What follows belongs to an exercise in optimizing a design on an open flow for small area, a short achievable clock period and few clock cycles; a production flow would make more cautious choices. Only simulation tests tie the RTL to the original design; equivalence was not proved. Power and IR drop assume default switching activity.

File: flow/design.v
module q_s1 (
    input  wire [31:0] x,
    output wire [13:0] mi,       
    output wire [18:0] ml        
);
    wire        s = x[31];
    wire [7:0]  e = x[30:23];
    wire [22:0] f = x[22:0];
    wire        nan = (&e) && (|f);
    wire lo = nan || (s && ((e > 8'd131) || (e == 8'd131 && (&f[22:20]) && (|f[19:0]))));
    wire hi = !nan && !s && ((e > 8'd129) || (e == 8'd129 && (f[22] || (f[21] && |f[20:0]))));
    wire g4 = !s && (e >= 8'd128);
    wire g2 = !g4 && !(s && ((e > 8'd130) || (e == 8'd130 && f[22] && f[21] && |f[20:0])));
    wire        tiny = (e < 8'd122);
    wire [24:0] m1 = {1'b1, f, 1'b0};
    reg  [24:0] xs;
    reg         stk;
    always @* begin
        case (e[3:0])
            4'd3: begin xs = m1 >> 0; stk = 1'b0; end
            4'd2: begin xs = m1 >> 1; stk = 1'b0; end
            4'd1: begin xs = m1 >> 2; stk = x[0]; end
            4'd0: begin xs = m1 >> 3; stk = |x[1:0]; end
            4'd15: begin xs = m1 >> 4; stk = |x[2:0]; end
            4'd14: begin xs = m1 >> 5; stk = |x[3:0]; end
            4'd13: begin xs = m1 >> 6; stk = |x[4:0]; end
            4'd12: begin xs = m1 >> 7; stk = |x[5:0]; end
            4'd11: begin xs = m1 >> 8; stk = |x[6:0]; end
            4'd10: begin xs = m1 >> 9; stk = |x[7:0]; end
            default: begin xs = 25'd0; stk = 1'b1; end
        endcase
    end
    wire [24:0] xf = tiny ? 25'd0 : xs;
    wire        st = tiny | stk;
    reg [11:0] k127;
    always @* begin
        case ({s, st, g4, g2, xf[2:0]})
            7'd0: k127 = 12'h000;
            7'd1: k127 = 12'h000;
            7'd2: k127 = 12'h000;
            7'd3: k127 = 12'h000;
            7'd4: k127 = 12'h000;
            7'd5: k127 = 12'h000;
            7'd6: k127 = 12'h000;
            7'd7: k127 = 12'h000;
            7'd8: k127 = 12'h000;
            7'd9: k127 = 12'hf81;
            7'd10: k127 = 12'h000;
            7'd11: k127 = 12'h07f;
            7'd12: k127 = 12'h000;
            7'd13: k127 = 12'hf81;
            7'd14: k127 = 12'h000;
            7'd15: k127 = 12'h07f;
            7'd16: k127 = 12'h000;
            7'd17: k127 = 12'hf81;
            7'd18: k127 = 12'hf02;
            7'd19: k127 = 12'h07f;
            7'd20: k127 = 12'h000;
            7'd21: k127 = 12'hf81;
            7'd22: k127 = 12'h0fe;
            7'd23: k127 = 12'h07f;
            7'd24: k127 = 12'h000;
            7'd25: k127 = 12'hf81;
            7'd26: k127 = 12'hf02;
            7'd27: k127 = 12'h07f;
            7'd28: k127 = 12'h000;
            7'd29: k127 = 12'hf81;
            7'd30: k127 = 12'h0fe;
            7'd31: k127 = 12'h07f;
            7'd32: k127 = 12'h000;
            7'd33: k127 = 12'h000;
            7'd34: k127 = 12'h000;
            7'd35: k127 = 12'h000;
            7'd36: k127 = 12'h000;
            7'd37: k127 = 12'h000;
            7'd38: k127 = 12'h000;
            7'd39: k127 = 12'h000;
            7'd40: k127 = 12'h000;
            7'd41: k127 = 12'h07f;
            7'd42: k127 = 12'h000;
            7'd43: k127 = 12'h07f;
            7'd44: k127 = 12'h000;
            7'd45: k127 = 12'h07f;
            7'd46: k127 = 12'h000;
            7'd47: k127 = 12'h07f;
            7'd48: k127 = 12'h000;
            7'd49: k127 = 12'hf81;
            7'd50: k127 = 12'h0fe;
            7'd51: k127 = 12'h07f;
            7'd52: k127 = 12'h000;
            7'd53: k127 = 12'hf81;
            7'd54: k127 = 12'h0fe;
            7'd55: k127 = 12'h07f;
            7'd56: k127 = 12'h000;
            7'd57: k127 = 12'hf81;
            7'd58: k127 = 12'h0fe;
            7'd59: k127 = 12'h07f;
            7'd60: k127 = 12'h000;
            7'd61: k127 = 12'hf81;
            7'd62: k127 = 12'h0fe;
            7'd63: k127 = 12'h07f;
            7'd64: k127 = 12'h000;
            7'd65: k127 = 12'h000;
            7'd66: k127 = 12'h000;
            7'd67: k127 = 12'h000;
            7'd68: k127 = 12'h000;
            7'd69: k127 = 12'h000;
            7'd70: k127 = 12'h000;
            7'd71: k127 = 12'h000;
            7'd72: k127 = 12'h000;
            7'd73: k127 = 12'h07f;
            7'd74: k127 = 12'h000;
            7'd75: k127 = 12'hf81;
            7'd76: k127 = 12'h000;
            7'd77: k127 = 12'h07f;
            7'd78: k127 = 12'h000;
            7'd79: k127 = 12'hf81;
            7'd80: k127 = 12'h000;
            7'd81: k127 = 12'h07f;
            7'd82: k127 = 12'h0fe;
            7'd83: k127 = 12'hf81;
            7'd84: k127 = 12'h000;
            7'd85: k127 = 12'h07f;
            7'd86: k127 = 12'hf02;
            7'd87: k127 = 12'hf81;
            7'd88: k127 = 12'h000;
            7'd89: k127 = 12'h07f;
            7'd90: k127 = 12'h0fe;
            7'd91: k127 = 12'hf81;
            7'd92: k127 = 12'h000;
            7'd93: k127 = 12'h07f;
            7'd94: k127 = 12'hf02;
            7'd95: k127 = 12'hf81;
            7'd96: k127 = 12'hf81;
            7'd97: k127 = 12'hf81;
            7'd98: k127 = 12'hf81;
            7'd99: k127 = 12'hf81;
            7'd100: k127 = 12'hf81;
            7'd101: k127 = 12'hf81;
            7'd102: k127 = 12'hf81;
            7'd103: k127 = 12'hf81;
            7'd104: k127 = 12'h000;
            7'd105: k127 = 12'hf81;
            7'd106: k127 = 12'h000;
            7'd107: k127 = 12'hf81;
            7'd108: k127 = 12'h000;
            7'd109: k127 = 12'hf81;
            7'd110: k127 = 12'h000;
            7'd111: k127 = 12'hf81;
            7'd112: k127 = 12'h000;
            7'd113: k127 = 12'h07f;
            7'd114: k127 = 12'hf02;
            7'd115: k127 = 12'hf81;
            7'd116: k127 = 12'h000;
            7'd117: k127 = 12'h07f;
            7'd118: k127 = 12'hf02;
            7'd119: k127 = 12'hf81;
            7'd120: k127 = 12'h000;
            7'd121: k127 = 12'h07f;
            7'd122: k127 = 12'hf02;
            7'd123: k127 = 12'hf81;
            7'd124: k127 = 12'h000;
            7'd125: k127 = 12'h07f;
            7'd126: k127 = 12'hf02;
            7'd127: k127 = 12'hf81;
            default: k127 = 12'h000;
        endcase
    end
    wire [32:0] xf7 = {1'b0, xf, 7'd0};
    wire [32:0] xf0 = {8'd0, xf};
    wire [32:0] p1  = s ? ~xf7 : xf7;
    wire [32:0] p2  = s ? xf0 : ~xf0;
    wire [32:0] wb  = 33'd3995074561;
    wire [32:0] kw  = {{21{k127[11]}}, k127};
    wire [32:0] s1  = p1 ^ p2 ^ wb;
    wire [32:0] c1  = {(p1[31:0] & p2[31:0]) | (p1[31:0] & wb[31:0]) | (p2[31:0] & wb[31:0]), 1'b0};
    wire [32:0] s2  = s1 ^ c1 ^ kw;
    wire [32:0] c2  = {(s1[31:0] & c1[31:0]) | (s1[31:0] & kw[31:0]) | (c1[31:0] & kw[31:0]), 1'b0};
    wire [32:0] m   = s2 + c2;
    assign mi = lo ? 14'd0 : (hi ? 14'd8890 : m[32:19]);
    assign ml = (lo || hi) ? 19'd0 : m[18:0];
endmodule
module q_s2 (
    input  wire [13:0] mi,
    input  wire [18:0] ml,
    output wire [7:0]  q
);
    wire [24:0] pr = {mi, 12'd0} - {3'd0, mi, 8'd0} - {5'd0, mi, 6'd0}
                   - {6'd0, mi, 5'd0} + {11'd0, mi} + 25'h20000;
    wire [7:0]  j1  = pr[24:17];         
    wire        r0  = (pr[16:11] == 6'd0);
    wire        r34 = (pr[16:12] == 5'h1F);
    reg [1:0] dp;    
    reg [2:0] dn;    
    always @* begin
        case (j1)
            8'd124, 8'd148, 8'd177, 8'd178, 8'd212, 8'd217, 8'd241, 8'd247: dp = 2'd1;
            8'd246: dp = 2'd2;
            default: dp = 2'd0;
        endcase
    end
    always @* begin
        case (j1)
            8'd138, 8'd139, 8'd143, 8'd168, 8'd173, 8'd197, 8'd202, 8'd226, 8'd231, 8'd235: dn = 3'd3;
            8'd237: dn = 3'd5;
            8'd118, 8'd128, 8'd131, 8'd132, 8'd133, 8'd136, 8'd137, 8'd141, 8'd142, 8'd152, 8'd157, 8'd160, 8'd162, 8'd165, 8'd167, 8'd170, 8'd171, 8'd172, 8'd181, 8'd186, 8'd191, 8'd196, 8'd201, 8'd204, 8'd205, 8'd206, 8'd215, 8'd220, 8'd221, 8'd225, 8'd229, 8'd230, 8'd234, 8'd244, 8'd250, 8'd253, 8'd254: dn = 3'd2;
            8'd16, 8'd21, 8'd32, 8'd33, 8'd38, 8'd42, 8'd43, 8'd49, 8'd55, 8'd59, 8'd64, 8'd65, 8'd66, 8'd68, 8'd69, 8'd70, 8'd71, 8'd76, 8'd77, 8'd80, 8'd81, 8'd82, 8'd84, 8'd85, 8'd86, 8'd87, 8'd93, 8'd97, 8'd98, 8'd99, 8'd101, 8'd102, 8'd103, 8'd109, 8'd110, 8'd113, 8'd114, 8'd115, 8'd117, 8'd121, 8'd122, 8'd125, 8'd126, 8'd127, 8'd130, 8'd135, 8'd140, 8'd146, 8'd149, 8'd151, 8'd154, 8'd156, 8'd159, 8'd161, 8'd164, 8'd166, 8'd169, 8'd174, 8'd175, 8'd180, 8'd185, 8'd189, 8'd190, 8'd193, 8'd194, 8'd195, 8'd198, 8'd199, 8'd200, 8'd203, 8'd209, 8'd210, 8'd213, 8'd214, 8'd218, 8'd219, 8'd223, 8'd224, 8'd228, 8'd233, 8'd239, 8'd242, 8'd243, 8'd248, 8'd249, 8'd252: dn = 3'd1;
            8'd236: dn = 3'd4;
            default: dn = 3'd0;
        endcase
    end
    wire lt1 = (ml[18:7] == 12'd0) && (ml[6:0] != 7'h7F);    
    wire lt2 = (ml[18:8] == 11'd0) && (ml[7:1] != 7'h7F);    
    wire sub = r0 && ((dp == 2'd1 && lt1) || (dp == 2'd2 && lt2));
    wire ge1 = (ml >= 19'd524161), ge2 = (ml >= 19'd524034), ge3 = (ml >= 19'd523907),
         ge4 = (ml >= 19'd523780), ge5 = (ml >= 19'd523653);
    wire add = r34 && ((dn == 3'd1 && ge1) || (dn == 3'd2 && ge2) || (dn == 3'd3 && ge3) ||
                       (dn == 3'd4 && ge4) || (dn == 3'd5 && ge5));
    reg [7:0] up, dw;
    integer i;
    always @* begin
        for (i = 0; i < 8; i = i + 1) begin
            up[i] = (i == 0) ? 1'b1 : &(j1 | ~(8'hFF >> (8 - i)));
            dw[i] = (i == 0) ? 1'b1 : ~|(j1 & (8'hFF >> (8 - i)));
        end
    end
    assign q = sub ? (j1 ^ dw) : (add ? (j1 ^ up) : j1);
endmodule
module tz24 (
    input  wire [23:0] v,
    output reg  [4:0]  n
);
    integer i;
    always @* begin
        n = 5'd27;
        for (i = 23; i >= 0; i = i - 1)
            if (v[i]) n = i[4:0] + 5'd3;
    end
endmodule
module lzc32 (
    input  wire [31:0] v,
    output wire [4:0]  n
);
    wire [15:0] z1;  wire [15:0] c1;
    genvar g;
    generate
        for (g = 0; g < 16; g = g + 1) begin : l1
            assign z1[g] = !(v[2*g+1] | v[2*g]);
            assign c1[g] = !v[2*g+1];
        end
    endgenerate
    wire [7:0] z2;  wire [15:0] c2;
    generate
        for (g = 0; g < 8; g = g + 1) begin : l2
            assign z2[g] = z1[2*g+1] & z1[2*g];
            assign c2[2*g+1:2*g] = z1[2*g+1] ? {1'b1, c1[2*g]} : {1'b0, c1[2*g+1]};
        end
    endgenerate
    wire [3:0] z3;  wire [11:0] c3;
    generate
        for (g = 0; g < 4; g = g + 1) begin : l3
            assign z3[g] = z2[2*g+1] & z2[2*g];
            assign c3[3*g+2:3*g] = z2[2*g+1] ? {1'b1, c2[4*g+1:4*g]} : {1'b0, c2[4*g+3:4*g+2]};
        end
    endgenerate
    wire [1:0] z4;  wire [7:0] c4;
    generate
        for (g = 0; g < 2; g = g + 1) begin : l4
            assign z4[g] = z3[2*g+1] & z3[2*g];
            assign c4[4*g+3:4*g] = z3[2*g+1] ? {1'b1, c3[6*g+2:6*g]} : {1'b0, c3[6*g+5:6*g+3]};
        end
    endgenerate
    assign n = z4[1] ? {1'b1, c4[3:0]} : {1'b0, c4[7:4]};
endmodule
module disp_s1 (
    input  wire [31:0] a,
    input  wire [31:0] b,
    output wire [27:0] sum,      
    output wire [7:0]  ex,       
    output wire        sign,     
    output wire        sp_nan,   
    output wire        sp_inf,   
    output wire        zsign     
);
    wire       sa = a[31], sb = b[31];
    wire [7:0] ea = a[30:23], eb = b[30:23];
    wire       an = |ea, bn = |eb;
    wire a_nan = (&ea) && (|a[22:0]);
    wire b_nan = (&eb) && (|b[22:0]);
    wire a_inf = (&ea) && !(|a[22:0]);
    wire b_inf = (&eb) && !(|b[22:0]);
    wire [7:0]  ea1 = {ea[7:1], ea[0] | !an};
    wire [7:0]  eb1 = {eb[7:1], eb[0] | !bn};
    wire [23:0] ma  = {an, a[22:0]};
    wire [23:0] mb  = {bn, b[22:0]};
    wire [4:0]  tza, tzb;
    tz24 u_tza (.v(ma), .n(tza));
    tz24 u_tzb (.v(mb), .n(tzb));
    wire [7:0]  dab = ea1 - eb1;
    wire [7:0]  dba = eb1 - ea1;
    wire swap = (b[30:0] > a[30:0]);
    wire [23:0] mx = swap ? mb : ma;
    wire [23:0] mz = swap ? ma : mb;
    wire [7:0]  d  = swap ? dba : dab;
    wire [4:0]  tz = swap ? tza : tzb;
    assign ex = swap ? eb1 : ea1;
    wire [26:0] zs  = (d >= 8'd27) ? 27'd0 : ({mz, 3'b000} >> d[4:0]);
    wire        stk = (d > {3'd0, tz});
    wire [26:0] mz_al = {zs[26:1], zs[0] | stk};
    wire same = (sa == sb);
    wire [27:0] mx_ext = {1'b0, mx, 3'b000};
    wire [27:0] mz_ext = {1'b0, mz_al};
    assign sum = mx_ext + (same ? mz_ext : ~mz_ext) + {27'd0, !same};
    assign sp_nan = a_nan || b_nan || (a_inf && b_inf && (sa != sb));
    assign sp_inf = a_inf || b_inf;
    assign sign   = a_inf ? sa : (b_inf ? sb : (swap ? sb : sa));
    assign zsign  = sa & sb;
endmodule
module disp_s2 (
    input  wire [27:0] sum,
    input  wire [7:0]  ex,
    input  wire        sign,
    input  wire        sp_nan,
    input  wire        sp_inf,
    input  wire        zsign,
    output reg  [31:0] y
);
    reg  [26:0] mark;         
    reg  [26:0] above;        
    integer k;
    always @* begin
        for (k = 0; k < 27; k = k + 1)
            mark[k] = (ex == 8'd27 - k);
        above[0] = (ex > 8'd27);
        for (k = 1; k < 27; k = k + 1)
            above[k] = above[k-1] | mark[k-1];
    end
    wire [4:0]  lz;
    lzc32 u_lz (.v({sum[26:0] | mark, 5'b11111}), .n(lz));
    wire [26:0] nl   = sum[26:0] << lz;
    wire [26:0] norm = sum[27] ? {sum[27:2], sum[1] | sum[0]} : nl;
    wire        big  = sum[27] || (|(sum[26:0] & above));
    wire [7:0]  hexp = sum[27] ? ex : (ex - {3'd0, lz} - 8'd1);
    wire        ovf0 = sum[27] && (ex == 8'hFE);             
    wire [26:0] hsig = big ? norm : {1'b0, norm[26:2], norm[1] | norm[0]};
    wire        ru   = hsig[2] & (hsig[1] | hsig[0] | hsig[3]);
    wire [7:0]  he   = big ? hexp : 8'd0;
    wire [30:0] base = {he, hsig[25:3]};
    reg  [30:0] pa [0:5];
    integer i, l;
    always @* begin
        pa[0] = base;
        for (l = 0; l < 5; l = l + 1)
            for (i = 0; i < 31; i = i + 1)
                pa[l+1][i] = (i >= (1 << l)) ? (pa[l][i] & pa[l][i - (1 << l)]) : pa[l][i];
    end
    wire [30:0] carry = {pa[5][29:0], 1'b1};
    wire [30:0] rnd  = base ^ (carry & {31{ru}});
    wire        ovf  = ovf0 || (rnd[30:23] == 8'hFE);
    always @* begin
        if (sp_nan)
            y = 32'h7FC00000;
        else if (sp_inf)
            y = {sign, 8'hFF, 23'd0};
        else if (sum == 28'd0)
            y = {zsign, 31'd0};
        else if (ovf)
            y = {sign, 8'hFF, 23'd0};
        else
            y = {sign, rnd};
    end
endmodule
module bvm_encoder (
    input  wire        clk,
    input  wire        rst,
    input  wire        cmd_valid,
    output wire        cmd_ready,
    input  wire [71:0] cmd_word,
    output reg         rsp_valid,
    output wire [35:0] rsp_word,
    input  wire [31:0] cur_l,
    input  wire [31:0] cur_r,
    input  wire [1:0]  rdy,
    output wire        out_valid,
    output wire [7:0]  out_byte
);
    localparam [3:0] OP_NOP = 4'h0, OP_INIT = 4'h1, OP_ADVANCE = 4'h2,
                     OP_UPDATE = 4'h3, OP_GETCUR = 4'h4, OP_SAMPLE = 4'h5,
                     OP_SETLEVELS = 4'h6, OP_ENCODE = 4'h7, OP_GETDISP = 4'h8,
                     OP_GETSTAT = 4'h9;
    localparam [31:0] FLOOR_DB = 32'hC2C80000;   
    reg [31:0] lvl_a, lvl_b;
    reg        ph;
    reg        e_ill, e_port;        
    reg [1:0]  first;                
    reg        em1, em2, em3;        
    reg        dwait;                
    reg [1:0]  rsp_code;
    reg        data_en;              
    reg [31:0] rsp_data;
    wire busy = em1 | em2 | dwait;
    assign cmd_ready = !busy;
    wire acc = cmd_valid && !busy;
    wire [3:0]  op  = cmd_word[3:0];
    wire        ch  = cmd_word[4];
    wire [2:0]  rsv = cmd_word[7:5];
    wire [31:0] opa = cmd_word[39:8];
    wire [31:0] opb = cmd_word[71:40];
    wire illegal = (op >= 4'hA) || (rsv != 3'd0) ||
                   (ch && !(op == OP_INIT || op == OP_ADVANCE ||
                            op == OP_UPDATE || op == OP_GETCUR));
    wire port_violation = !illegal &&
                   (op == OP_INIT || op == OP_ADVANCE || op == OP_UPDATE);
    wire legal = !illegal && !port_violation;
    wire c_sample = acc && legal && (op == OP_SAMPLE);
    wire c_setlv  = acc && legal && (op == OP_SETLEVELS);
    wire c_encode = acc && legal && (op == OP_ENCODE);
    wire c_getdsp = acc && legal && (op == OP_GETDISP);
    wire c_getcur = acc && legal && (op == OP_GETCUR);
    wire c_getst  = acc && legal && (op == OP_GETSTAT);
    wire lvl_we   = rst || c_sample || c_setlv;
    reg  [13:0] pq_mi;               
    reg  [18:0] pq_ml;
    reg         pq_r, pq_v;          
    reg  [7:0]  q_l, q_r;
    wire [13:0] mi1;
    wire [18:0] ml1;
    wire [7:0]  q2;
    q_s1 u_q1 (.x(lvl_a), .mi(mi1), .ml(ml1));
    q_s2 u_q2 (.mi(pq_mi), .ml(pq_ml), .q(q2));
    reg  [27:0] d_sum;
    reg  [7:0]  d_ex;
    reg         d_sign, d_nan, d_inf, d_zs, d_v;
    wire [27:0] s1_sum;
    wire [7:0]  s1_ex;
    wire        s1_sign, s1_nan, s1_inf, s1_zs;
    wire [31:0] disp;
    disp_s1 u_d1 (.a(lvl_a), .b(lvl_b), .sum(s1_sum), .ex(s1_ex), .sign(s1_sign),
                  .sp_nan(s1_nan), .sp_inf(s1_inf), .zsign(s1_zs));
    disp_s2 u_d2 (.sum(d_sum), .ex(d_ex), .sign(d_sign), .sp_nan(d_nan),
                  .sp_inf(d_inf), .zsign(d_zs), .y(disp));
    always @(posedge clk) begin
        pq_mi <= mi1;
        pq_ml <= ml1;
        pq_r  <= ph;
        d_sum <= s1_sum;
        d_ex  <= s1_ex;
        d_sign <= s1_sign;
        d_nan <= s1_nan;
        d_inf <= s1_inf;
        d_zs  <= s1_zs;
        if (c_getcur || c_getst)
            rsp_data <= op[0] ? {20'd0, 2'b00, first, 2'b00, rdy, 2'b00, e_port, e_ill}
                              : (ch ? cur_r : cur_l);
        else
            rsp_data <= disp;
        if (acc) begin
            rsp_code <= illegal ? 2'd1 : (port_violation ? 2'd2 : 2'd0);
            data_en  <= c_getcur || c_getst || c_getdsp;
        end
    end
    always @(posedge clk) begin
        if (lvl_we) begin
            lvl_a <= rst ? FLOOR_DB : (op[0] ? cur_l : opa);
            lvl_b <= rst ? FLOOR_DB : (op[0] ? cur_r : opb);
        end else begin
            lvl_a <= lvl_b;
            lvl_b <= lvl_a;
        end
        if (rst) begin
            e_ill     <= 1'b0;
            e_port    <= 1'b0;
            first     <= 2'd0;
            rsp_valid <= 1'b0;
            em1       <= 1'b0;
            em2       <= 1'b0;
            em3       <= 1'b0;
            dwait     <= 1'b0;
            ph        <= 1'b0;
            pq_v      <= 1'b0;
            d_v       <= 1'b0;
            q_l       <= 8'd1;
            q_r       <= 8'd1;
        end else begin
            if (acc && illegal) begin
                e_ill <= 1'b1;
                if (first == 2'd0) first <= 2'd1;
            end
            if (acc && port_violation) begin
                e_port <= 1'b1;
                if (first == 2'd0) first <= 2'd2;
            end
            ph    <= lvl_we ? 1'b0 : !ph;
            pq_v  <= !lvl_we;
            d_v   <= !lvl_we;
            if (pq_v) begin
                if (pq_r) q_r <= q2;
                else      q_l <= q2;
            end
            em1   <= c_encode;
            em2   <= em1;
            em3   <= em2;
            dwait <= c_getdsp ? !d_v : (dwait && !d_v);
            rsp_valid <= (acc && !c_encode && !(c_getdsp && !d_v)) || em2 ||
                         (dwait && d_v);
        end
    end
    assign out_valid = em1 | em2 | em3;
    assign out_byte  = em1 ? q_l : (em2 ? q_r : 8'h00);
    assign rsp_word  = {rsp_data & {32{data_en}}, 2'b00, rsp_code};
endmodule
File: flow/run.sh
#!/bin/bash
# synth_recipe.tcl (not shown) runs the flow's synth.tcl, then flattens the netlist and writes it again
# the make line also repeats each setting of config.mk as NAME=value (left out here)
make -C /OpenROAD-flow-scripts/flow DESIGN_CONFIG=/design/flow/config.mk WORK_HOME=/design/flow/orfs CLKGATE_MAP_FILE= SYNTH_SCRIPT=/design/flow/synth_recipe.tcl finish
File: flow/config.mk
export PLATFORM = sky130hd
export DESIGN_NAME = bvm_encoder
export DESIGN_NICKNAME = bvm_encoder
export VERILOG_FILES = /design/flow/design.v
export SDC_FILE = /design/flow/constraint.sdc
export NUM_CORES = 4
export LEC_CHECK = 0
export CAP_MARGIN = 20
export CORE_MARGIN = 2
export CORE_UTILIZATION = 40
export SLEW_MARGIN = 20
File: flow/constraint.sdc
create_clock -name core_clock -period 20.0 [get_ports {clk}]
set_input_delay 4.0000 -clock core_clock [delete_from_list [all_inputs] [get_ports {clk}]]
set_output_delay 4.0000 -clock core_clock [all_outputs]
set_load 0.01 [all_outputs]
==> results of run 1 <==
## flip-flops by register name (all words and copies together), names as in the netlist, 2 cells and up, named ones only
register  cells
pq_mi        14
d_sum        28
q_l           8
d_ex          8
rsp_code      2
pq_ml        19
rsp_data     32
lvl_b        32
lvl_a        32
q_r           8
## area by class of cell
class,instances,share of cell area
Inverter,244,0.0312
Clock buffer,17,0.0145
Sequential cell,200,0.137
Timing Repair Buffer,258,0.0811
Tap cell,864,0.0367
Multi-Input combinational cell,2830,0.692
Clock inverter,15,0.00710
## worst max path at each step
stage                   start        end  slack [ns]  cells after the start
finish              lvl_a[26]  pq_mi[12]       11.07                     33
global route        lvl_a[26]  pq_mi[12]       10.18                     33
CTS                 lvl_a[24]  pq_mi[12]       11.16                     31
detailed placement  lvl_a[24]  pq_mi[12]       11.23                     31
global placement    lvl_a[24]  pq_mi[12]       11.35                     31
floorplan           lvl_a[26]  d_sum[26]       12.17                     36
## power groups by stage
stage	Combinational, W	Sequential (W)	Clock, W
floorplan	0.000844	0.000470	0
global placement	0.00114	0.000509	0
detailed placement	0.00113	0.000508	0
CTS	0.00114	0.000498	0.000389
global route	0.00127	0.000506	0.000404
finish	0.00118	0.000503	0.000383
## critical path, delay by kind of cell (launching register included)
kind | cells | cell delay (ns)
and+or+nand+nor | 9 | 2.52
muxes | 1 | 0.20
buffers and inverters | 2 | 0.23
adders and majority gates | 2 | 1.01
AOI/OAI and AO/OA | 19 | 4.42
DFF | 1 | 0.48
## through the flow
step,instances,utilization,setup slack [ns]
floorplan,3531,-,12.17
global placement,4396,0.440,11.35
detailed placement,4396,0.440,11.23
CTS,4428,0.449,11.16
global route,4428,0.449,10.18
finish,4428,0.449,11.07
## cell families after synthesis
kind of cell    after synthesis
mux                         245
buf+inv                     501
simple gates               1197
other cells                   1
fa+ha+maj                   267
flops                       200
compound gates              973
xor+xnor                    146
## layout by cell type, fill, tap and decap left out, drive strengths merged, types with 35 or more instances in the layout
cell type,count
o22ai,44
o21ai,186
clkdlybuf4s50,182
nor3,135
inv,250
a21oi,205
xor2,50
dfxtp,197
nor4,41
nand2b,36
nand2,275
buf,76
a31oi,54
mux2,35
nand3,135
a211oi,98
a21o,39
and2,64
fa,62
o211ai,42
ha,203
nor2,331
xnor2,96
and3,38
mux2i,186
## routing by layer
metal  vias up  global-route usage  part of all wire
met1     12900               0.426              0.46
met5         -                   0                 0
li1      12900                   -                 -
met4         0              0.0800             0.028
met3       219              0.0504             0.098
met2      1593               0.428              0.41
==> metrics.md, run 1 <==
| Metric | Value |
|---|---|
| Number of hold-repair buffers added at the cts stage | `0` |
| Yosys synthesis warning count | `6` |
| Tightest Hold Check Type | `reg2reg` |
| Slowest cell on crit path | `nor2_1` |
| Layout net count | `3957` |
| Multiplexer share of the synthesized area | `0.106` |
| CP endpoint kind | `register` |
| Setup TNS | `0 ns` |
| Hold Path Sink | `pq_r` |
| Avg WL per Cell | `22.7 um` |
| Initial core utilization | `0.402` |
| Achievable frequency | `0.112 GHz` |
| Clk pin slew, worst setup/hold paths | `0.09 ns` |
| Synth Area in Simple Gates | `0.221` |
| Reg2Reg Depth | `33` |
| Final setup viols | `0` |
| Slew at the pin closest to its max-slew limit | `1.06 ns` |
| Number of antenna violations at the first check in global routing | `1` |
| Synth unique cells | `105` |
| Sequential Power Share | `0.244` |
| Launch instance of the worst register-to-register path | `lvl_a[26]` |
| DRT Wirelength | `101000 um` |
| R2r endpoint | `pq_mi[12]` |
| Remaining global-route overflow | `0` |
| Total routing resource utilization after global routing | `0.289` |
| Sequential fraction of the synthesis area | `0.153` |
| Slew Limit Fails | `0` |
| Resized cells post-CTS | `0` |
| Setup repair after global routing missed its margin | `no` |
| Width of the chip | `261 um` |
| # IOs | `188` |
| TritonCTS buffer count | `17` |
| CTS root buffer | `clkbuf_16` |
| Area after DPL | `28800 um^2` |
| Pre-antenna DRT Iters | `8` |
| Nature of the critical path startpoint | `register` |
| Number of sinks driven by the clock tree | `200` |
| Avg Synthesized Cell Area | `7.46 um^2` |
| Leakage power total | `12.0 nW` |
| Internal power component | `0.00106 W` |
| Starting DRT DRC Count | `3772` |
| Detail Route Antenna Nets | `0` |
| Worst relative slew slack | `0.274` |
| Register bit total from synthesis | `200` |
| Maximum buffer depth of the clock tree | `2` |
| Critical hold path startpoint | `ph` |
| Post-CTS setup buffers | `0` |
| Area of the die | `67900 um^2` |
| Synthesis-to-finish area growth | `11.8%` |
| Core area | `65500 um^2` |
| Data required time at the worst endpoint | `20.44 ns` |
| Comb pwr share | `0.570` |
| Main flop type after synthesis | `dfxtp_1` |
| DP Wirelength | `76700 um` |
| Wire length of the first global-routing pass | `153000 um` |
| Area of the multi-input gates | `20400 um^2` |
| Pin count of the biggest net entering global routing | `85` |
| Combined area of all synthesized cells | `26300 um^2` |
| Vias after detailed routing | `27600` |
| Vias in the first global route | `25200` |
| Die Y | `261 um` |
| Combinational family with the most area after synthesis | `compound AO/OA/AOI/OAI gates` |
| Routability congestion estimate from global placement | `0.998` |
| Register-to-register setup slack | `11.07 ns` |
| Post-synth top area cell | `dfxtp_1` |
| CTS tree | `yes` |
| Final Power | `0.00206 W` |
| Routed via count divided by cell count | `6.24` |
| H-tree depth | `4` |
| Fraction of the cycle the final worst path needs | `0.447` |
| Diodes inserted | `0` |
| Asr flop ratio synth | `0` |
| Worst endpoint data arrival time | `9.37 ns` |
| Maximum VDD drop | `0.0000586 V` |
| Total count of hold-check failures in the final report | `0` |
| Max-capacitance violation count | `0` |
| Complex-gate fraction of the synthesized area | `0.252` |
| Switching Share | `0.486` |
| Post-synth top area share | `0.150` |
| Count of flip-flops with a built-in enable after synthesis | `3` |
| Worst path max stage delay | `0.76 ns` |
| Filler cells | `6652` |
| Max FO, Critical Path | `12` |
| Synthesized instance count | `3530` |
| Worst Setup Path Type | `reg2reg` |
| DRC violation count after routing | `0` |
| Final hold slack | `0.359 ns` |
| Cell with the most instances after synthesis | `nor2_1` |
| Seq. cell area | `4040 um^2` |
| Standard-cell row count | `94` |
| Share of total power in the clock network | `0.186` |
| Insertion delay of the later-clocked pin in the worst-skew pair | `0.51 ns` |
| Total power density per cell area | `70.1 nW/um^2` |
| Hold path depth | `0` |
| Outcome | `finished clean` |
| Most frequent cell on the critical path | `o21ai_0` |
| Setup Skew | `0.0132 ns` |
| Net switching power of the design | `0.00100 W` |
| Share of cells above drive strength 1 | `0.0651` |
| Post-layout minimum cycle time | `8.93 ns` |
| Area share of xor/xnor cells in the synthesized design | `0.0486` |
| Largest cells by area after synthesis | `dfxtp_1, ha_1, mux2i_1, nor2_1, fa_1` |
| Area of all placed cells without fillers | `29400 um^2` |
| Adder-Cell Fraction of Synth Area | `0.144` |
| I/O Buffers | `185` |
| Ranking of synthesized cells by instance count | `nor2_1, nand2_1, inv_1` |
Testbench counts, summed over its fixed seeds: cycles 16,188.
==> run 2, diff against run 1 <==
--- a/flow/design.v
+++ b/flow/design.v
@@ -32,150 +32,146 @@
     end
     wire [24:0] xf = tiny ? 25'd0 : xs;
     wire        st = tiny | stk;
-    reg [11:0] k127;
+    reg [32:0] w;
     always @* begin
         case ({s, st, g4, g2, xf[2:0]})
-            7'd0: k127 = 12'h000;
-            7'd1: k127 = 12'h000;
-            7'd2: k127 = 12'h000;
-            7'd3: k127 = 12'h000;
-            7'd4: k127 = 12'h000;
-            7'd5: k127 = 12'h000;
-            7'd6: k127 = 12'h000;
-            7'd7: k127 = 12'h000;
-            7'd8: k127 = 12'h000;
-            7'd9: k127 = 12'hf81;
-            7'd10: k127 = 12'h000;
-            7'd11: k127 = 12'h07f;
-            7'd12: k127 = 12'h000;
-            7'd13: k127 = 12'hf81;
-            7'd14: k127 = 12'h000;
-            7'd15: k127 = 12'h07f;
-            7'd16: k127 = 12'h000;
-            7'd17: k127 = 12'hf81;
-            7'd18: k127 = 12'hf02;
-            7'd19: k127 = 12'h07f;
-            7'd20: k127 = 12'h000;
-            7'd21: k127 = 12'hf81;
-            7'd22: k127 = 12'h0fe;
-            7'd23: k127 = 12'h07f;
-            7'd24: k127 = 12'h000;
-            7'd25: k127 = 12'hf81;
-            7'd26: k127 = 12'hf02;
-            7'd27: k127 = 12'h07f;
-            7'd28: k127 = 12'h000;
-            7'd29: k127 = 12'hf81;
-            7'd30: k127 = 12'h0fe;
-            7'd31: k127 = 12'h07f;
-            7'd32: k127 = 12'h000;
-            7'd33: k127 = 12'h000;
-            7'd34: k127 = 12'h000;
-            7'd35: k127 = 12'h000;
-            7'd36: k127 = 12'h000;
-            7'd37: k127 = 12'h000;
-            7'd38: k127 = 12'h000;
-            7'd39: k127 = 12'h000;
-            7'd40: k127 = 12'h000;
-            7'd41: k127 = 12'h07f;
-            7'd42: k127 = 12'h000;
-            7'd43: k127 = 12'h07f;
-            7'd44: k127 = 12'h000;
-            7'd45: k127 = 12'h07f;
-            7'd46: k127 = 12'h000;
-            7'd47: k127 = 12'h07f;
-            7'd48: k127 = 12'h000;
-            7'd49: k127 = 12'hf81;
-            7'd50: k127 = 12'h0fe;
-            7'd51: k127 = 12'h07f;
-            7'd52: k127 = 12'h000;
-            7'd53: k127 = 12'hf81;
-            7'd54: k127 = 12'h0fe;
-            7'd55: k127 = 12'h07f;
-            7'd56: k127 = 12'h000;
-            7'd57: k127 = 12'hf81;
-            7'd58: k127 = 12'h0fe;
-            7'd59: k127 = 12'h07f;
-            7'd60: k127 = 12'h000;
-            7'd61: k127 = 12'hf81;
-            7'd62: k127 = 12'h0fe;
-            7'd63: k127 = 12'h07f;
-            7'd64: k127 = 12'h000;
-            7'd65: k127 = 12'h000;
-            7'd66: k127 = 12'h000;
-            7'd67: k127 = 12'h000;
-            7'd68: k127 = 12'h000;
-            7'd69: k127 = 12'h000;
-            7'd70: k127 = 12'h000;
-            7'd71: k127 = 12'h000;
-            7'd72: k127 = 12'h000;
-            7'd73: k127 = 12'h07f;
-            7'd74: k127 = 12'h000;
-            7'd75: k127 = 12'hf81;
-            7'd76: k127 = 12'h000;
-            7'd77: k127 = 12'h07f;
-            7'd78: k127 = 12'h000;
-            7'd79: k127 = 12'hf81;
-            7'd80: k127 = 12'h000;
-            7'd81: k127 = 12'h07f;
-            7'd82: k127 = 12'h0fe;
-            7'd83: k127 = 12'hf81;
-            7'd84: k127 = 12'h000;
-            7'd85: k127 = 12'h07f;
-            7'd86: k127 = 12'hf02;
-            7'd87: k127 = 12'hf81;
-            7'd88: k127 = 12'h000;
-            7'd89: k127 = 12'h07f;
-            7'd90: k127 = 12'h0fe;
-            7'd91: k127 = 12'hf81;
-            7'd92: k127 = 12'h000;
-            7'd93: k127 = 12'h07f;
-            7'd94: k127 = 12'hf02;
-            7'd95: k127 = 12'hf81;
-            7'd96: k127 = 12'hf81;
-            7'd97: k127 = 12'hf81;
-            7'd98: k127 = 12'hf81;
-            7'd99: k127 = 12'hf81;
-            7'd100: k127 = 12'hf81;
-            7'd101: k127 = 12'hf81;
-            7'd102: k127 = 12'hf81;
-            7'd103: k127 = 12'hf81;
-            7'd104: k127 = 12'h000;
-            7'd105: k127 = 12'hf81;
-            7'd106: k127 = 12'h000;
-            7'd107: k127 = 12'hf81;
-            7'd108: k127 = 12'h000;
-            7'd109: k127 = 12'hf81;
-            7'd110: k127 = 12'h000;
-            7'd111: k127 = 12'hf81;
-            7'd112: k127 = 12'h000;
-            7'd113: k127 = 12'h07f;
-            7'd114: k127 = 12'hf02;
-            7'd115: k127 = 12'hf81;
-            7'd116: k127 = 12'h000;
-            7'd117: k127 = 12'h07f;
-            7'd118: k127 = 12'hf02;
-            7'd119: k127 = 12'hf81;
-            7'd120: k127 = 12'h000;
-            7'd121: k127 = 12'h07f;
-            7'd122: k127 = 12'hf02;
-            7'd123: k127 = 12'hf81;
-            7'd124: k127 = 12'h000;
-            7'd125: k127 = 12'h07f;
-            7'd126: k127 = 12'hf02;
-            7'd127: k127 = 12'hf81;
-            default: k127 = 12'h000;
+            7'd0: w = 33'h0ee200001;
+            7'd1: w = 33'h0ee200001;
+            7'd2: w = 33'h0ee200001;
+            7'd3: w = 33'h0ee200001;
+            7'd4: w = 33'h0ee200001;
+            7'd5: w = 33'h0ee200001;
+            7'd6: w = 33'h0ee200001;
+            7'd7: w = 33'h0ee200001;
+            7'd8: w = 33'h0ee200001;
+            7'd9: w = 33'h0ee1fff82;
+            7'd10: w = 33'h0ee200001;
+            7'd11: w = 33'h0ee200080;
+            7'd12: w = 33'h0ee200001;
+            7'd13: w = 33'h0ee1fff82;
+            7'd14: w = 33'h0ee200001;
+            7'd15: w = 33'h0ee200080;
+            7'd16: w = 33'h0ee200001;
+            7'd17: w = 33'h0ee1fff82;
+            7'd18: w = 33'h0ee1fff03;
+            7'd19: w = 33'h0ee200080;
+            7'd20: w = 33'h0ee200001;
+            7'd21: w = 33'h0ee1fff82;
+            7'd22: w = 33'h0ee2000ff;
+            7'd23: w = 33'h0ee200080;
+            7'd24: w = 33'h0ee200001;
+            7'd25: w = 33'h0ee1fff82;
+            7'd26: w = 33'h0ee1fff03;
+            7'd27: w = 33'h0ee200080;
+            7'd28: w = 33'h0ee200001;
+            7'd29: w = 33'h0ee1fff82;
+            7'd30: w = 33'h0ee2000ff;
+            7'd31: w = 33'h0ee200080;
+            7'd32: w = 33'h0ee200001;
+            7'd33: w = 33'h0ee200001;
+            7'd34: w = 33'h0ee200001;
+            7'd35: w = 33'h0ee200001;
+            7'd36: w = 33'h0ee200001;
+            7'd37: w = 33'h0ee200001;
+            7'd38: w = 33'h0ee200001;
+            7'd39: w = 33'h0ee200001;
+            7'd40: w = 33'h0ee200001;
+            7'd41: w = 33'h0ee200080;
+            7'd42: w = 33'h0ee200001;
+            7'd43: w = 33'h0ee200080;
+            7'd44: w = 33'h0ee200001;
+            7'd45: w = 33'h0ee200080;
+            7'd46: w = 33'h0ee200001;
+            7'd47: w = 33'h0ee200080;
+            7'd48: w = 33'h0ee200001;
+            7'd49: w = 33'h0ee1fff82;
+            7'd50: w = 33'h0ee2000ff;
+            7'd51: w = 33'h0ee200080;
+            7'd52: w = 33'h0ee200001;
+            7'd53: w = 33'h0ee1fff82;
+            7'd54: w = 33'h0ee2000ff;
+            7'd55: w = 33'h0ee200080;
+            7'd56: w = 33'h0ee200001;
+            7'd57: w = 33'h0ee1fff82;
+            7'd58: w = 33'h0ee2000ff;
+            7'd59: w = 33'h0ee200080;
+            7'd60: w = 33'h0ee200001;
+            7'd61: w = 33'h0ee1fff82;
+            7'd62: w = 33'h0ee2000ff;
+            7'd63: w = 33'h0ee200080;
+            7'd64: w = 33'h0ee200001;
+            7'd65: w = 33'h0ee200001;
+            7'd66: w = 33'h0ee200001;
+            7'd67: w = 33'h0ee200001;
+            7'd68: w = 33'h0ee200001;
+            7'd69: w = 33'h0ee200001;
+            7'd70: w = 33'h0ee200001;
+            7'd71: w = 33'h0ee200001;
+            7'd72: w = 33'h0ee200001;
+            7'd73: w = 33'h0ee200080;
+            7'd74: w = 33'h0ee200001;
+            7'd75: w = 33'h0ee1fff82;
+            7'd76: w = 33'h0ee200001;
+            7'd77: w = 33'h0ee200080;
+            7'd78: w = 33'h0ee200001;
+            7'd79: w = 33'h0ee1fff82;
+            7'd80: w = 33'h0ee200001;
+            7'd81: w = 33'h0ee200080;
+            7'd82: w = 33'h0ee2000ff;
+            7'd83: w = 33'h0ee1fff82;
+            7'd84: w = 33'h0ee200001;
+            7'd85: w = 33'h0ee200080;
+            7'd86: w = 33'h0ee1fff03;
+            7'd87: w = 33'h0ee1fff82;
+            7'd88: w = 33'h0ee200001;
+            7'd89: w = 33'h0ee200080;
+            7'd90: w = 33'h0ee2000ff;
+            7'd91: w = 33'h0ee1fff82;
+            7'd92: w = 33'h0ee200001;
+            7'd93: w = 33'h0ee200080;
+            7'd94: w = 33'h0ee1fff03;
+            7'd95: w = 33'h0ee1fff82;
+            7'd96: w = 33'h0ee1fff82;
+            7'd97: w = 33'h0ee1fff82;
+            7'd98: w = 33'h0ee1fff82;
+            7'd99: w = 33'h0ee1fff82;
+            7'd100: w = 33'h0ee1fff82;
+            7'd101: w = 33'h0ee1fff82;
+            7'd102: w = 33'h0ee1fff82;
+            7'd103: w = 33'h0ee1fff82;
+            7'd104: w = 33'h0ee200001;
+            7'd105: w = 33'h0ee1fff82;
+            7'd106: w = 33'h0ee200001;
+            7'd107: w = 33'h0ee1fff82;
+            7'd108: w = 33'h0ee200001;
+            7'd109: w = 33'h0ee1fff82;
+            7'd110: w = 33'h0ee200001;
+            7'd111: w = 33'h0ee1fff82;
+            7'd112: w = 33'h0ee200001;
+            7'd113: w = 33'h0ee200080;
+            7'd114: w = 33'h0ee1fff03;
+            7'd115: w = 33'h0ee1fff82;
+            7'd116: w = 33'h0ee200001;
+            7'd117: w = 33'h0ee200080;
+            7'd118: w = 33'h0ee1fff03;
+            7'd119: w = 33'h0ee1fff82;
+            7'd120: w = 33'h0ee200001;
+            7'd121: w = 33'h0ee200080;
+            7'd122: w = 33'h0ee1fff03;
+            7'd123: w = 33'h0ee1fff82;
+            7'd124: w = 33'h0ee200001;
+            7'd125: w = 33'h0ee200080;
+            7'd126: w = 33'h0ee1fff03;
+            7'd127: w = 33'h0ee1fff82;
+            default: w = 33'd3995074561;
         endcase
     end
     wire [32:0] xf7 = {1'b0, xf, 7'd0};
     wire [32:0] xf0 = {8'd0, xf};
     wire [32:0] p1  = s ? ~xf7 : xf7;
     wire [32:0] p2  = s ? xf0 : ~xf0;
-    wire [32:0] wb  = 33'd3995074561;
-    wire [32:0] kw  = {{21{k127[11]}}, k127};
-    wire [32:0] s1  = p1 ^ p2 ^ wb;
-    wire [32:0] c1  = {(p1[31:0] & p2[31:0]) | (p1[31:0] & wb[31:0]) | (p2[31:0] & wb[31:0]), 1'b0};
-    wire [32:0] s2  = s1 ^ c1 ^ kw;
-    wire [32:0] c2  = {(s1[31:0] & c1[31:0]) | (s1[31:0] & kw[31:0]) | (c1[31:0] & kw[31:0]), 1'b0};
+    wire [32:0] s2  = p1 ^ p2 ^ w;
+    wire [32:0] c2  = {(p1[31:0] & p2[31:0]) | (p1[31:0] & w[31:0]) | (p2[31:0] & w[31:0]), 1'b0};
     wire [32:0] m   = s2 + c2;
     assign mi = lo ? 14'd0 : (hi ? 14'd8890 : m[32:19]);
     assign ml = (lo || hi) ? 19'd0 : m[18:0];
@@ -298,17 +294,21 @@
     tz24 u_tzb (.v(mb), .n(tzb));
     wire [7:0]  dab = ea1 - eb1;
     wire [7:0]  dba = eb1 - ea1;
-    wire swap = (b[30:0] > a[30:0]);
-    wire [23:0] mx = swap ? mb : ma;
-    wire [23:0] mz = swap ? ma : mb;
-    wire [7:0]  d  = swap ? dba : dab;
-    wire [4:0]  tz = swap ? tza : tzb;
-    assign ex = swap ? eb1 : ea1;
+    wire eswap = (eb > ea);
+    wire swap  = (b[30:0] > a[30:0]);
+    wire [23:0] mx0 = eswap ? mb : ma;
+    wire [23:0] mz  = eswap ? ma : mb;
+    wire [7:0]  d   = eswap ? dba : dab;
+    wire [4:0]  tz  = eswap ? tza : tzb;
+    assign ex = eswap ? eb1 : ea1;
     wire [26:0] zs  = (d >= 8'd27) ? 27'd0 : ({mz, 3'b000} >> d[4:0]);
     wire        stk = (d > {3'd0, tz});
-    wire [26:0] mz_al = {zs[26:1], zs[0] | stk};
+    wire [26:0] mz0 = {zs[26:1], zs[0] | stk};
+    wire        fix = (swap != eswap);           
+    wire [26:0] mxa = fix ? mz0 : {mx0, 3'b000};
+    wire [26:0] mz_al = fix ? {mx0, 3'b000} : mz0;
     wire same = (sa == sb);
-    wire [27:0] mx_ext = {1'b0, mx, 3'b000};
+    wire [27:0] mx_ext = {1'b0, mxa};
     wire [27:0] mz_ext = {1'b0, mz_al};
     assign sum = mx_ext + (same ? mz_ext : ~mz_ext) + {27'd0, !same};
     assign sp_nan = a_nan || b_nan || (a_inf && b_inf && (sa != sb));
==> flow/flow/run.sh (new file) <==
#!/bin/bash
# Own layout flow: the standard ORFS flow (standard.sh) on every step,
# unchanged, except that the timing repair after clock tree synthesis and
# after global routing aims for a larger setup slack than the default 0 ns
# (SETUP_SLACK_MARGIN), so that the resizer also speeds up paths that
# already meet the 20 ns clock. The clock, constraints, synthesis, floorplan,
# power grid and tap cells are the standard ones.
# The full output of the ORFS run goes to standard_flow.log here; each ORFS
# step also keeps its own log under orfs/logs/.
set -euo pipefail
bash standard.sh SETUP_SLACK_MARGIN=13.5 finish > standard_flow.log 2>&1
==> flow/standard.sh (new file) <==
#!/bin/bash
# synth_recipe.tcl (not shown) runs the flow's synth.tcl, then flattens the netlist and writes it again
# the make line also repeats each setting of config.mk as NAME=value (left out here)
make -C /OpenROAD-flow-scripts/flow DESIGN_CONFIG=/design/flow/config.mk WORK_HOME=/design/flow/orfs CLKGATE_MAP_FILE= SYNTH_SCRIPT=/design/flow/synth_recipe.tcl "${@:-finish}"
removed: flow/run.sh
==> metrics.md, run 2 <==
| Metric | Value |
|---|---|
| I/O Buffers | `185 (unchanged)` |
| Pin count of the biggest net entering global routing | `101 (+19%)` |
| Register-to-register setup slack | `13.43 ns (+2.36 ns)` |
| Worst relative slew slack | `0.244 (-0.0302)` |
| Family of cells with the greatest summed delay on the critical path | `compound AO/OA/AOI/OAI gates` |
| Number of buffer and inverter stages on the critical path | `6 (+4)` |
| Share of cells above drive strength 1 | `0.163 (+0.0978)` |
| Synthesis-to-finish area growth | `21.8%` |
| Insertion delay of the later-clocked pin in the worst-skew pair | `0.51 ns (about the same)` |
| Clk pin slew, worst setup/hold paths | `0.10 ns (about the same)` |
| Number of hold-repair buffers added at the cts stage | `0 (unchanged)` |
| Combined area of all synthesized cells | `26600 um^2 (+1.0%)` |
| Final setup viols | `0 (unchanged)` |
| Detail Route Antenna Nets | `0 (unchanged)` |
| Seq. cell area | `4100 um^2 (+1.7%)` |
| Largest registers in the final layout | `lvl_a (32), lvl_b (32), rsp_data (32)` |
| DRT Wirelength | `108000 um (+7.7%)` |
| CP endpoint kind | `register` |
| Yosys synthesis warning count | `6 (unchanged)` |
| Final setup slack of the worst path | `13.43 ns (+2.36 ns)` |
| Asr flop ratio synth | `0 (unchanged)` |
| Cell with the most instances after synthesis | `nor2_1` |
| Main flop type after synthesis | `dfxtp_1` |
| Layout net count | `4086 (+3.3%)` |
| R2r endpoint | `d_sum[24]` |
| Register bit total from synthesis | `200 (unchanged)` |
| Wire length of the first global-routing pass | `160000 um (+4.4%)` |
| Count of flip-flops with a built-in enable after synthesis | `3 (unchanged)` |
| Total power density per cell area | `73.1 nW/um^2 (+4.3%)` |
| Slew at the pin closest to its max-slew limit | `1.10 ns (+0.0412 ns)` |
| H-tree depth | `4 (unchanged)` |
| Setup TNS | `0 ns (unchanged)` |
| Most common cell after layout, fill and taps aside | `nor2_1` |
| Largest cells by area after synthesis | `dfxtp_1, mux2i_1, ha_1, nor2_1, a21oi_1` |
| Total routing resource utilization after global routing | `0.302 (+0.0130)` |
| Total count of hold-check failures in the final report | `0 (unchanged)` |
| Reg2Reg Depth | `33 (unchanged)` |
| Top layer reached by signal wires | `met5` |
| Area of the multi-input gates | `21900 um^2 (+7.5%)` |
| Avg Synthesized Cell Area | `7.48 um^2 (+0.31%)` |
| CTS tree | `yes` |
| Tightest Hold Check Type | `reg2reg` |
| Number of antenna violations at the first check in global routing | `5 (+4)` |
| Maximum buffer depth of the clock tree | `2 (unchanged)` |
| Ranking of synthesized cells by instance count | `nor2_1, a21oi_1, nand2_1` |
| Worst path max stage delay | `0.49 ns (-0.27 ns)` |
| Die Y | `262 um (+0.51%)` |
| Most frequent cell on the critical path | `a21oi_2` |
| Vias in the first global route | `26600 (+5.5%)` |
| Max-capacitance violation count | `0 (unchanged)` |
| Pre-antenna DRT Iters | `12 (+4)` |
| Launching element of the worst setup path | `lvl_a[24]` |
| Synth unique cells | `112 (+6.7%)` |
| Post-synth top area share | `0.148 (-0.00155)` |
| Initial core utilization | `0.405 (+0.00275)` |
| # IOs | `188 (unchanged)` |
| TritonCTS buffer count | `17 (unchanged)` |
| Max FO, Critical Path | `4 (-8)` |
| Worst setup path endpoint | `d_sum[24]` |
| DP Wirelength | `78800 um (+2.8%)` |
| Filler cells | `6586 (-0.99%)` |
| Setup Skew | `0.0244 ns (+0.0112 ns)` |
| Synthesized instance count | `3556 (+0.74%)` |
| Outcome | `finished clean` |
| Fraction of the cycle the final worst path needs | `0.328 (-0.118)` |
| Nature of the critical path startpoint | `register` |
| Launch instance of the worst register-to-register path | `lvl_a[24]` |
| Achievable frequency | `0.152 GHz (+36%)` |
| Slew Limit Fails | `0 (unchanged)` |
| Final Power | `0.00237 W (+15%)` |
| Vias after detailed routing | `29200 (+5.9%)` |
| Number of sinks driven by the clock tree | `200 (unchanged)` |
| Sequential fraction of the synthesis area | `0.152 (-0.00159)` |
| Post-layout minimum cycle time | `6.57 ns (-2.36 ns)` |
| Setup repair after global routing missed its margin | `yes` |
| Most frequent cells in the layout | `nor2_1, a21oi_1, nand2_1, mux2i_1` |
| Remaining global-route overflow | `0 (unchanged)` |
| Core area | `65700 um^2 (+0.36%)` |
| Pre-CTS WS | `11.77 ns (+0.538 ns)` |
| Leakage power total | `12.8 nW (+6.9%)` |
| Met3 routed WL | `11600 um (+17%)` |
| Standard-cell row count | `94 (unchanged)` |
| Routed length on met2 | `45500 um (+9.0%)` |
| Area of the die | `68600 um^2 (+1.0%)` |
| Met1 WL | `45900 um (-0.42%)` |
| Worst endpoint data arrival time | `6.99 ns (-2.38 ns)` |
| Slowest cell on crit path | `fa_2` |
| Worst Setup Path Type | `reg2reg` |
| Width of the chip | `262 um (+0.51%)` |
| Avg WL per Cell | `23.6 um (+3.8%)` |
| Maximum VDD drop | `0.0000637 V (+8.8%)` |
| Data required time at the worst endpoint | `20.42 ns (-0.02 ns)` |
| Starting DRT DRC Count | `3797 (+0.66%)` |
| CTS root buffer | `clkbuf_16` |
| Number of stages on the worst setup path | `33 (unchanged)` |
| Routed via count divided by cell count | `6.37 (+2.0%)` |
| Routability congestion estimate from global placement | `1.03 (+3.2%)` |
| DRC violation count after routing | `0 (unchanged)` |
| Post-synth top area cell | `dfxtp_1` |
-- run 2: power breakdown --
group | leakage (nW) | total, W | internal, W | switching, W
combinational | 10.9 | 0.00147 | 0.000579 | 0.000894
clock | 0.288 | 0.000368 | 0.000172 | 0.000196
sequential | 1.65 | 0.000527 | 0.000447 | 0.0000791
-- run 2: cell type report --
class,count,area share
Multi-Input combinational cell,2896,0.677
Sequential cell,200,0.127
Inverter,196,0.0243
Antenna cell,3,0.000232
Timing Repair inverter,1,0.000155
Clock inverter,14,0.00510
Tap cell,864,0.0334
Clock buffer,18,0.0136
Timing Repair Buffer,402,0.120
-- run 2: metrics by stage --
stage | util | hold slack, ns | cells | instance area [um^2]
after detailed placement | 0.442 | 0.345 | 4404 | 29100
after global routing | 0.493 | 0.381 | 4591 | 32400
after CTS | 0.475 | 0.366 | 4524 | 31300
final | 0.493 | 0.370 | 4594 | 32400
after floorplan | - | 0.332 | 3557 | 26900
after global placement | 0.442 | 0.341 | 4404 | 29100
-- run 2: worst min-delay path by stage --
stage                     cells after the start  from  endpoint  slack, ns
after floorplan                               0    ph      pq_r       0.33
after global placement                        0    ph      pq_r       0.34
after detailed placement                      0    ph      pq_r       0.34
after CTS                                     0    ph      pq_r       0.37
after global routing                          0    ph      pq_r       0.38
final                                         0    ph      pq_r       0.37
-- run 2: repair_timing --
action                     CTS  global route
gates resized for setup    179           166
pin swaps                   57            95
hold endpoints to repair     0             0
cloned                       9             6
setup endpoints to repair  133           130
buffers inserted            79            61
-- run 2: routing by layer --
| layer | track usage | up-vias |
|---|---|---|
| met3 | 0.0683 | 358 |
| met5 | 0 | - |
| met4 | 0.134 | 4 |
| li1 | - | 13400 |
| met1 | 0.414 | 13800 |
| met2 | 0.451 | 1704 |
-- run 2: cell families after synthesis --
kind of cell,count (synthesis),share of synthesized area
AOI/OAI and AO/OA,1046,0.275
adders and majority gates,231,0.122
buffers and inverters,464,0.0694
DFF,200,0.152
other,1,0.000141
xor gates and xnor gates,147,0.0484
muxes,286,0.118
and+or+nand+nor,1181,0.216
Testbench counts of run 2, summed over its fixed seeds: cycles 16,188.

## re-timing with driven ports
How much do the figures lean on ideal ports? The routed layouts below were timed once more, with nothing changed but the port constraints. Step 1: set_driving_cell puts a clkbuf_16 on clk and a buf_2 on each other input, an assumption about the parent block. Step 2 adds t to the input delays and takes it off the output delays; t is the mean of the earliest and latest rising clock arrival at the registers after step 1. Input paths then give back, and output paths get back, about the clock's delay inside the block. a / b / c = ideal / step 1 / step 2; a / b = the first two.
run	t (ns)	setup slack, ns	latest minus earliest clock arrival (ns)	slew at the worst register clock pin (ns)	worst slew at a driven data input, ns
run 1	0.567	11.068 / 11.068 / 11.068	0.014 / 0.013	0.09 / 0.09	0.07
run 2	0.561	13.432 / 13.432 / 13.133	0.028 / 0.029	0.10 / 0.10	0.09
After both steps setup and hold are still met in every run listed. The setup slack of run 2, which loses most, moves by 0.000 ns with the drivers and by -0.299 ns with both steps.
